From an optimization exercise on the open Yosys and OpenROAD flow, aimed at a short achievable clock period and few clock cycles; shortcuts taken in it are not production practice.
Only simulation tests tie the RTL to the original design; equivalence was not proved.
Power and IR drop assume default switching activity.

## jcpu8
module jcpu8 (
    input  wire        clk,
    input  wire        rst,         
    input  wire        stall,       
    output wire [15:0] mem_addr,
    output wire        mem_we,
    output wire [7:0]  mem_wdata,
    input  wire [7:0]  mem_rdata,
    input  wire [7:0]  io0,
    output wire        io_event,
    output wire [7:0]  io_value,
    output wire        fault
);
For scale: about 2000 cells after synthesis, roughly 54 I/O pins, roughly 16000 sq um of cells after synthesis.
==> flow/config.mk <==
export PLATFORM = sky130hd
export DESIGN_NAME = jcpu8
export DESIGN_NICKNAME = jcpu8
export VERILOG_FILES = /design/flow/design.v
export SDC_FILE = /design/flow/constraint.sdc
export NUM_CORES = 4
export LEC_CHECK = 0
export CAP_MARGIN = 20
export CORE_MARGIN = 2
export CORE_UTILIZATION = 25
export GPL_ROUTABILITY_DRIVEN = 1
export PLACE_DENSITY = 0.45
export SETUP_SLACK_MARGIN = 4.0
export SLEW_MARGIN = 20
export SYNTH_HIERARCHICAL = 1
export SYNTH_MINIMUM_KEEP_SIZE = 0
==> flow/constraint.sdc <==
create_clock -name core_clock -period 6.0 [get_ports {clk}]
set_input_delay 1.2000 -clock core_clock [delete_from_list [all_inputs] [get_ports {clk}]]
set_output_delay 1.2000 -clock core_clock [all_outputs]
set_load 0.01 [all_outputs]
run.sh (not shown) runs the stock make flow with config.mk's settings and CLKGATE_MAP_FILE= SYNTH_SCRIPT=/design/flow/synth_recipe.tcl, a recipe that flattens the netlist after the stock synthesis.
Testbench counts at the start, summed over its fixed seeds: cycles 172,034.
Rerun with:
--- a/flow/design.v
+++ b/flow/design.v
@@ -142,16 +142,16 @@
     endfunction
     assign mem_addr  = addr_q;
     assign mem_we    = we_q;
     assign mem_wdata = wd_q;
     assign io_event  = ev_q;
     assign io_value  = ev_val;
     assign fault     = fault_q;
-    wire        hi_nz, any_nz;
-    jcpu8_bdec u_bdec (.b(mem_rdata), .hi(hi_nz), .any(any_nz));
+    wire        hi_nz, any_nz, op_def;
+    jcpu8_bdec u_bdec (.b(mem_rdata), .hi(hi_nz), .any(any_nz), .def(op_def));
     wire [7:0]  x_rd;
     wire [7:0]  ra_e = e2_we[0] ? res_q : ra;
     wire [7:0]  rb_e = e2_we[1] ? res_q : rb;
     wire [7:0]  rc_e = e2_we[2] ? res_q : rc;
     wire [7:0]  rd_e = e2_we[3] ? res_q : rd;
     wire [7:0]  rl_e = (e2_we[4] || e2_lda) ? res_q : rl;
     wire [7:0]  rh_e = e2_we[5] ? res_q : e2_lda ? hi_q : rh;
@@ -186,14 +186,15 @@
                              (pA1 && c_push) ? sp_dec :
                              (pA1 && c_pop)  ? sp : pc_inc;
     wire        a_go   = !rst && active && adv;
     wire [15:0] addr_e = rst ? 16'd0 : a_go ? addr_early : addr_q;
     wire [15:0] addr_d;
     jcpu8_amux u_amux (.s_bus(a_go && go_ls && imm), .s_x(a_go && go_ls && !imm),
                        .s_j(a_go && go_jnz), .imm(imm), .zr(zr_e),
+                       .hi(hi_nz), .any(any_nz),
                        .b(mem_rdata), .x(x_rd), .arg1(arg1), .x_a1(x_a1),
                        .hl({rh_e, rl_e}), .e(addr_e), .o(addr_d));
     always @(posedge clk) addr_q <= addr_d;
     wire        adv = !(pA1 && c_push && push_wait);
     wire [3:0]  nid = mem_rdata[3:0];
     always @(posedge clk) begin
         if (rst) begin
@@ -202,15 +203,15 @@
             sp <= 16'd0;
             io_prev <= 8'd0; faulted <= 1'b0;
         end else if (active) begin
             we_q <= (pA1 && c_push && !push_wait && sp_ok) ||
                     (pA2 && c_sw && ls_addr[15]);
             if (pF) begin
                 if (io0 != io_prev) io_prev <= io0;
-                if (!is_defined(mem_rdata)) faulted <= 1'b1;
+                if (!op_def) faulted <= 1'b1;
                 pF <= 1'b0; pA1 <= 1'b1;
             end
             if (pA1 && adv) begin
                 pA1 <= 1'b0;
                 if (c_three)         pA2 <= 1'b1;
                 else if (c_jnz)      pF  <= 1'b1;
                 else                 pM  <= 1'b1;
@@ -279,15 +280,15 @@
         if (pA1) begin
             arg1   <= mem_rdata;
             a1_sel <= rd_sel;
         end
         if (pA1 || pA2) ret_q <= pc_inc;
         end
     end
-    wire fault_set = active && ((pF && !is_defined(mem_rdata)) ||
+    wire fault_set = active && ((pF && !op_def) ||
                                 (pM && c_push && !sp_ok) ||
                                 (pM && c_sw && !addr_q[15]));
     wire ev_next   = active && pF && io0 != io_prev;
     always @(posedge clk) begin
         if (rst) begin
             ev_q    <= 1'b0;
             fault_q <= 1'b0;
@@ -409,18 +410,24 @@
             fl_op2    <= op2_q;
         end
     end
 endmodule
 module jcpu8_bdec (
     input  wire [7:0] b,
     output wire       hi,      
-    output wire       any      
+    output wire       any,     
+    output wire       def      
 );
     assign hi  = |b[7:3];
     assign any = |b;
+    assign def = (b[3:0] == 4'h2 || b[3:0] == 4'h3) ||
+                 (b[6:4] == 3'd0 &&
+                  (b[3:0] == 4'h1 || b[3:0] == 4'h5 || b[3:0] == 4'h7 ||
+                   (b[3:0] >= 4'h8 && b[3:0] <= 4'hC) ||
+                   (b[3:0] == 4'h4 && b[7]) || (b[3:0] == 4'h6 && !b[7])));
 endmodule
 module jcpu8_xsel (
     input  wire [2:0] s,
     input  wire       hi,
     input  wire [7:0] ra, rb, rc, rd, rl, rh, rf,
     output wire [7:0] x
 );
@@ -451,22 +458,24 @@
 endmodule
 module jcpu8_amux (
     input  wire        s_bus,
     input  wire        s_x,
     input  wire        s_j,
     input  wire        imm,
     input  wire [6:0]  zr,       
+    input  wire        hi,       
+    input  wire        any,      
     input  wire [7:0]  b,
     input  wire [7:0]  x,
     input  wire [7:0]  arg1,
     input  wire [7:0]  x_a1,
     input  wire [15:0] hl,
     input  wire [15:0] e,
     output wire [15:0] o
 );
     wire [7:0] zr8   = {1'b0, zr};
-    wire       z     = (b[7:3] == 5'd0) && zr8[b[2:0]];
-    wire       taken = imm ? |b : !z;
+    wire       z     = !hi && zr8[b[2:0]];
+    wire       taken = imm ? any : !z;
     assign o = (s_j && taken) ? hl :
                s_bus ? {arg1, b} :
                s_x   ? {x_a1, x} : e;
 endmodule
Outcome:
- cell count stays flat
- first-iteration DRC count rose by a little under a tenth
- synthesized area rose slightly
- synthesized cell count fell slightly
- total power fell by a few percent
- final area rose slightly
- worst hold slack got worse by 0.0056 ns
- die area rose slightly
- setup slack improved by 0.098 ns
- clock-buffer cell count fell by 4
- global-route usage rose by 1.3 points
- non-clock buffer count rose by 18
- routed wire length rose by roughly a tenth
Testbench counts after the change, summed over its fixed seeds: cycles 172,034.

[what the ideal ports hide]
No port has a modelled driver above. Below, the same layouts with a new extraction and two added sets of constraints.
Step 1 assumes that a clkbuf_16 drives the clock port and a buf_2 every other input.
Step 2 also shifts input and output timing later by t, the mid clock arrival at the registers, as if the neighbouring blocks saw the same clock.
Three values: ideal, step 1, step 2; two values: the first two.
run | t (ns) | setup slack, ns | worst setup path after step 2 | slew at the worst register clock pin (ns) | cell pins on the clock port's net
the first run | 0.607 | 3.411 / 3.417 / 2.833 | input to register | 0.06 / 0.06 | 1
the second run | 0.654 | 3.509 / 3.404 / 2.750 | input to register | 0.07 / 0.07 | 1
After both steps setup and hold are still met in every run listed. For the second run, which loses most, drivers alone change the setup slack by -0.105 ns; drivers and shift together by -0.759 ns.
